Source: an optimization exercise on an open RTL-to-GDS flow (aim: small area). Production flows keep margins and buffers that such runs may drop. Function was checked by simulation only, so behaviour that the tests miss may differ from the original. No activity file was given, so power comes from the tool's default toggle rates.

Setup of 11-14:
==> module scd41_meas_decoder, before the edit <==
module scd41_meas_decoder (
    input  wire        clk,
    input  wire        rst,
    input  wire        in_valid,
    input  wire [7:0]  in_data,
    output wire        in_ready,
    output reg         out_valid,
    output reg  [15:0] co2,
    output reg  [15:0] raw_t,
    output reg  [15:0] raw_rh,
    output wire [31:0] temp,
    output wire [31:0] rh
);
    reg [4:0]  g;
    reg [3:0]  n;
    reg        f;         
    reg [3:0]  st;
    reg [15:0] rc, rt, rr;
    reg [23:0] w;
    reg [31:0] rtf;
    reg [15:0] rm16;
    reg [7:0]  rm8;
    reg        cy, sign;
    reg [4:0]  u;
    reg [27:0] rh_q;
    reg [28:0] temp_q;
    wire rh_e654 = !rh_q[27] && (rh_q[26:23] != 4'd0);
    assign rh   = {1'b0, rh_q[27], {3{rh_e654}}, rh_q[26:0]};
    assign temp = {temp_q[28:27], {3{~temp_q[27]}}, temp_q[26:0]};
    wire       ch = st[3];
    wire [2:0] sc = st[2:0];
    wire       g0  = (g == 5'd0);
    wire       g16 = (g == 5'd16);
    wire       g30 = (g == 5'd30);
    wire       g31 = (g == 5'd31);
    wire       ea  = rm16[0];      
    wire is_data = !n[1];
    wire hi      = !n[1] && !n[0];
    wire n_ge5   = n[3] || (n[2] && n[1]);        
    wire n8      = (n == 4'b1010);                 
    wire n9      = n[3] && n[2];
    wire acc = n8 ? (ch && st != 4'b1111) : !n9;
    wire wr  = in_valid && acc && is_data && (g[3] == hi);
    assign in_ready = acc && (!is_data || (g[3] == hi && g[2:0] == 3'd7 && f));
    wire take   = in_valid && in_ready;
    wire in_bit = in_data[g[2:0]];
    wire wr_c = wr && n[3:2] == 2'd0;
    wire wr_t = wr && n[3:2] == 2'd1;
    wire wr_r = wr && n[3:2] == 2'd2;
    wire run   = (st[2:1] != 2'b11);                 
    wire prod  = run && !sc[2];
    wire first = run && sc == 3'd0;
    wire pg    = run && sc == 3'd4;
    wire em    = run && sc == 3'd5;
    wire lo16  = !g[4];
    wire act   = !(g[4] && g[3]);                    
    wire [2:0] i = g[2:0];
    localparam [7:0] K_Q   = 8'd210;    
    localparam [7:0] K_EXP = 8'd111;    
    reg tap, msk, neg;
    always @(*) begin
        case ({ch, sc[1:0]})
            3'b000:  begin tap = rt[9];  msk = (i != 3'd7);            neg = 1'b0; end  
            3'b001:  begin tap = rt[11]; msk = (i[2:1] != 2'b11) && (i != 3'd5); neg = 1'b0; end  
            3'b010:  begin tap = rt[12]; msk = !i[2];                  neg = 1'b0; end  
            3'b011:  begin tap = rt[0];  msk = 1'b0;                   neg = lo16 || K_Q[i]; end  
            3'b100:  begin tap = rr[9];  msk = (i != 3'd7);            neg = 1'b0; end  
            3'b101:  begin tap = rr[11]; msk = (i[2:1] != 2'b11) && (i != 3'd5); neg = 1'b1; end  
            3'b110:  begin tap = rr[14]; msk = (i[2:1] == 2'b00);      neg = 1'b0; end  
            default: begin tap = 1'b0;   msk = 1'b0;                   neg = 1'b0; end
        endcase
    end
    wire op   = neg ^ (tap & (lo16 || msk));
    wire found = |u;
    wire c3   = (g[2] & u[2]) | ((g[2] | u[2]) & ((g[1] & u[1]) | ((g[1] | u[1]) & g[0] & u[0])));
    wire qsel = u[4] && g[4] && !g[3] && c3;
    wire src  = qsel ? w[16 + u[2:0]] : w[{~u[3], u[2:0]}];
    wire ebit = src ^ sign;
    reg  ub;
    always @(*) begin
        case (i)
            3'd0: ub = u[0];
            3'd1: ub = u[1];
            3'd2: ub = u[2];
            3'd3: ub = u[3];
            3'd4: ub = u[4];
            default: ub = 1'b0;
        endcase
    end
    wire kb = K_EXP[i];
    wire ad_a = em ? (act ? ebit : ub) : (!first && (lo16 ? w[0] : w[16]));
    wire ad_b = prod ? op : (em && (g0 || (!act && kb && found)));
    wire ad_c = g0 ? (!em && !first && ea) : cy;
    wire ad_s = ad_a ^ ad_b ^ ad_c;
    wire ad_o = (ad_a & ad_b) | (ad_a & ad_c) | (ad_b & ad_c);
    wire eout = g0 ? sign : ad_s;
    wire sbit = ad_s ^ sign;           
    always @(posedge clk) begin
        rc  <= {wr_c ? in_bit : rc[0], rc[15:1]};
        rt  <= {wr_t ? in_bit : rt[0], rt[15:1]};
        rr  <= {wr_r ? in_bit : rr[0], rr[15:1]};
        w[14:0]  <= w[15:1];
        w[15]    <= ((prod || pg) && lo16) ? ad_s : w[0];
        w[22:16] <= w[23:17];
        w[23]    <= (!lo16 && (act ? (prod || pg) : (em && ch))) ? ad_s : w[16];
        rtf  <= {(em && !ch) ? eout : rtf[0], rtf[31:1]};
        rm16 <= {(em && ch && lo16 && !g0) ? ad_s : (prod && g16) ? cy : rm16[0], rm16[15:1]};
        rm8  <= {(em && ch && !lo16 && act) ? ad_s : rm8[0], rm8[7:1]};
        cy <= ad_o;
        if (prod && g30)
            sign <= w[16] & w[17];
        if (pg && act && (g0 || sbit))
            u <= sbit ? g : 5'd0;
        f <= (g[2:0] == 3'd0) ? wr : (f && wr);
        if (rst) begin
            g         <= 5'd0;
            n         <= 4'd0;
            st        <= 4'b1111;
            out_valid <= 1'b0;
        end else begin
            g <= g + 5'd1;
            if (take) begin
                n <= n[1] ? {n[3:2] + 2'd1, 2'd0} : {n[3:2], n[1:0] + 2'd1};
            end
            out_valid <= 1'b0;
            if (g31) begin
                if (st == 4'b1111) begin
                    if (n_ge5)
                        st <= 4'b0000;
                end else if (st == 4'b0101) begin
                    if (n8)
                        st <= 4'b1000;
                end else if (st != 4'b1110)
                    st <= (st == 4'b1101) ? 4'b1110 : st + 4'd1;
            end
            if (st == 4'b1110 && g0 && n9) begin
                co2       <= rc;
                raw_t     <= rt;
                raw_rh    <= rr;
                temp_q    <= {rtf[0], rtf[31], rtf[27:1]};
                rh_q      <= {w[23], w[19:16], rm8, rm16[15:1]};
                out_valid <= 1'b1;
                n         <= 4'd0;
                st        <= 4'b1111;
            end
        end
    end
endmodule
==> flow/config.mk <==
export PLATFORM = sky130hd
export DESIGN_NAME = scd41_meas_decoder
export DESIGN_NICKNAME = scd41_meas_decoder
export VERILOG_FILES = /design/flow/design.v
export SDC_FILE = /design/flow/constraint.sdc
export NUM_CORES = 4
export LEC_CHECK = 0
export ABC_AREA = 1
export CAP_MARGIN = 20
export CORE_MARGIN = 2
export CORE_UTILIZATION = 40
export PLACE_DENSITY = 0.6
export SLEW_MARGIN = 20
==> flow/constraint.sdc <==
create_clock -name core_clock -period 10.0 [get_ports {clk}]
set_input_delay 2.0000 -clock core_clock [delete_from_list [all_inputs] [get_ports {clk}]]
set_output_delay 2.0000 -clock core_clock [all_outputs]
set_load 0.01 [all_outputs]
standard.sh (not shown) runs the stock make flow with config.mk's settings and CLKGATE_MAP_FILE= SYNTH_SCRIPT=/design/flow/synth_recipe.tcl, a recipe that flattens the netlist after the stock synthesis.
==> flow/flow/run.sh <==
#!/bin/bash
# The standard ORFS layout (standard.sh) with these changes:
#  - synthesis is synth_recipe.tcl unchanged except that ABC maps for area
#    only (flow/abc_area.script: no buffering or sizing, no delay target),
#    and the full-adder extraction is skipped (ADDER_MAP_FILE empty);
#  - ports are buffered with buf_1 instead of the flow's default buffer;
#  - CTS clusters sinks with small clock buffers and no dummy loads.
set -euo pipefail
here=$(pwd)
{
  head -n 1 synth_recipe.tcl
  echo 'proc abc {args} {'
  echo '  set i [lsearch $args -script]'
  echo "  if {\$i >= 0} { lset args [expr {\$i + 1}] $here/flow/abc_area.script }"
  echo '  set j [lsearch $args -D]'
  echo '  if {$j >= 0} { set args [lreplace $args $j [expr {$j + 1}]] }'
  echo '  yosys abc {*}$args'
  echo '}'
  tail -n +2 synth_recipe.tcl
} > synth_area.tcl
bash standard.sh \
  "SYNTH_SCRIPT=$here/synth_area.tcl" \
  'ADDER_MAP_FILE=' \
  'BUFFER_PORTS_ARGS=-buffer_cell sky130_fd_sc_hd__buf_1' \
  'CTS_ARGS=-sink_clustering_enable -repair_clock_nets -dont_use_dummy_load -sink_clustering_size 20 -sink_clustering_max_diameter 60 -buf_list {sky130_fd_sc_hd__clkbuf_8}' \
  finish > standard_flow.log 2>&1
==> flow/flow/abc_area.script <==
strash; dch -f; amap; mfs2; strash; dch -f; amap; topo
Setup changes, 11-14 to 05-26
--- a/flow/design.v
+++ b/flow/design.v
@@ -55,22 +55,30 @@
     wire lo16  = !g[4];
     wire act   = !(g[4] && g[3]);                    
     wire [2:0] i = g[2:0];
-    localparam [7:0] K_Q   = 8'd210;    
-    localparam [7:0] K_EXP = 8'd111;    
     reg tap, msk, neg;
     always @(*) begin
         case ({ch, sc[1:0]})
             3'b000:  begin tap = rt[9];  msk = (i != 3'd7);            neg = 1'b0; end  
             3'b001:  begin tap = rt[11]; msk = (i[2:1] != 2'b11) && (i != 3'd5); neg = 1'b0; end  
             3'b010:  begin tap = rt[12]; msk = !i[2];                  neg = 1'b0; end  
-            3'b011:  begin tap = rt[0];  msk = 1'b0;                   neg = lo16 || K_Q[i]; end  
+            3'b011:  begin tap = rt[0];  msk = 1'b0;                   neg = 1'b1; end  
             3'b100:  begin tap = rr[9];  msk = (i != 3'd7);            neg = 1'b0; end  
             3'b101:  begin tap = rr[11]; msk = (i[2:1] != 2'b11) && (i != 3'd5); neg = 1'b1; end  
             3'b110:  begin tap = rr[14]; msk = (i[2:1] == 2'b00);      neg = 1'b0; end  
             default: begin tap = 1'b0;   msk = 1'b0;                   neg = 1'b0; end
         endcase
     end
+    localparam [7:0] K_Q   = 8'd211;    
+    localparam [7:0] K_EXP = 8'd111;    
     wire op   = neg ^ (tap & (lo16 || msk));
+    wire fa_a = first ? (!lo16 && !ch && K_Q[i]) : (lo16 ? w[0] : w[16]);
+    wire fa_c = g0 ? (!first && ea) : cy;
+    wire fa_s = fa_a ^ op ^ fa_c;
+    wire fa_o = (fa_a & op) | (fa_a & fa_c) | (op & fa_c);
+    wire hc   = g0 ? ea : cy;
+    wire hs   = w[0] ^ hc;
+    wire ho   = w[0] & hc;
+    wire sbit = (lo16 ? hs : w[16]) ^ sign;
     wire found = |u;
     wire c3   = (g[2] & u[2]) | ((g[2] | u[2]) & ((g[1] & u[1]) | ((g[1] | u[1]) & g[0] & u[0])));
     wire qsel = u[4] && g[4] && !g[3] && c3;
@@ -88,37 +96,46 @@
         endcase
     end
     wire kb = K_EXP[i];
-    wire ad_a = em ? (act ? ebit : ub) : (!first && (lo16 ? w[0] : w[16]));
-    wire ad_b = prod ? op : (em && (g0 || (!act && kb && found)));
-    wire ad_c = g0 ? (!em && !first && ea) : cy;
-    wire ad_s = ad_a ^ ad_b ^ ad_c;
-    wire ad_o = (ad_a & ad_b) | (ad_a & ad_c) | (ad_b & ad_c);
-    wire eout = g0 ? sign : ad_s;
-    wire sbit = ad_s ^ sign;           
+    reg  eout, ecy;
+    always @(*) begin
+        if (g0) begin
+            eout = sign;
+            ecy  = ebit;
+        end else if (act) begin
+            eout = ebit ^ cy;
+            ecy  = ebit & cy;
+        end else begin
+            eout = ub ^ kb ^ cy;
+            ecy  = (ub & kb) | (ub & cy) | (kb & cy);
+        end
+        if (!found)
+            eout = 1'b0;
+    end
     always @(posedge clk) begin
         rc  <= {wr_c ? in_bit : rc[0], rc[15:1]};
         rt  <= {wr_t ? in_bit : rt[0], rt[15:1]};
         rr  <= {wr_r ? in_bit : rr[0], rr[15:1]};
         w[14:0]  <= w[15:1];
-        w[15]    <= ((prod || pg) && lo16) ? ad_s : w[0];
+        w[15]    <= (prod && lo16) ? fa_s : (pg && lo16) ? hs : w[0];
         w[22:16] <= w[23:17];
-        w[23]    <= (!lo16 && (act ? (prod || pg) : (em && ch))) ? ad_s : w[16];
+        w[23]    <= (prod && !lo16 && act) ? fa_s : (em && ch && !act) ? eout : w[16];
         rtf  <= {(em && !ch) ? eout : rtf[0], rtf[31:1]};
-        rm16 <= {(em && ch && lo16 && !g0) ? ad_s : (prod && g16) ? cy : rm16[0], rm16[15:1]};
-        rm8  <= {(em && ch && !lo16 && act) ? ad_s : rm8[0], rm8[7:1]};
-        cy <= ad_o;
+        rm16 <= {(em && ch && lo16 && !g0) ? eout : (prod && g16) ? cy : rm16[0], rm16[15:1]};
+        rm8  <= {(em && ch && !lo16 && act) ? eout : rm8[0], rm8[7:1]};
+        cy <= (prod && act) ? fa_o : (pg && lo16) ? ho : ecy;
         if (prod && g30)
             sign <= w[16] & w[17];
         if (pg && act && (g0 || sbit))
             u <= sbit ? g : 5'd0;
-        f <= (g[2:0] == 3'd0) ? wr : (f && wr);
         if (rst) begin
             g         <= 5'd0;
             n         <= 4'd0;
+            f         <= 1'b0;
             st        <= 4'b1111;
             out_valid <= 1'b0;
         end else begin
             g <= g + 5'd1;
+            f <= (g[2:0] == 3'd0) ? wr : (f && wr);
             if (take) begin
                 n <= n[1] ? {n[3:2] + 2'd1, 2'd0} : {n[3:2], n[1:0] + 2'd1};
             end
- The worst-case headroom to the max-slew limit in 05-26 sits 11 points above the value recorded for 11-14.
- 05-26 ended up with g[1] as its launching element of the worst setup path; 11-14 ended up with u[0].
- Relative to 11-14, width of the die increased by 0.91 um in 05-26.
- 05-26 ended up with reg -> out as its critical path start-end classification; 11-14 ended up with reg -> reg.
- The height of the chip in 05-26 sits 0.65% above the value recorded for 11-14.
- On count of TritonRoute iterations in the first routing pass: 05-26 sits above 11-14.
- Delta (05-26 minus 11-14): synthesized area per cell moved down, total power of the final layout higher.
- Sort 11-14 and 05-26 by met2 track utilization from global routing, descending, and 05-26 comes first.
- No stage failed in 05-26, and the final checks on the layout all came back clean.
- Transition time of the tightest slew-check pin in 05-26 is 0.16 ns below 11-14.
- 11-14 has higher post-route minimum period than 05-26.
- What 11-14 reported for fmax has to be multiplied by 1.11 to get the figure for 05-26.
- The number of vias in the routed layout of 05-26 was inferior to that of 11-14.
- 11-14 → 05-26: clock network fraction of total power now larger, detailed-route wire length moved up.
- Register-to-register slack in 05-26 is 0.65 ns above 11-14.

separate check: timing with driven ports:
In the flow no input, the clock included, has a driving cell. The finished layouts below were timed again as built, in two steps. Step 1: set_driving_cell puts a clkbuf_16 on clk and a buf_2 on each other input, an assumption about the parent block. Step 2 adds t to the input delays and takes it off the output delays; t is the mean of the earliest and latest rising clock arrival at the registers after step 1. Input paths then give back, and output paths get back, about the clock's delay inside the block. Slacks: ideal / step 1 / step 2; pairs: ideal / step 1.
run	shift t [ns]	slack for setup (ns)	hold WS [ns]	slew at the worst register clock pin (ns)	worst data-port slew with drivers (ns)
11-14	0.512	5.190 / 5.190 / 5.190	0.288 / 0.288 / 0.288	0.12 / 0.12	0.03
05-26	0.525	5.681 / 5.642 / 5.837	0.311 / 0.311 / 0.311	0.11 / 0.11	0.03
After both steps setup and hold are still met in every run listed.
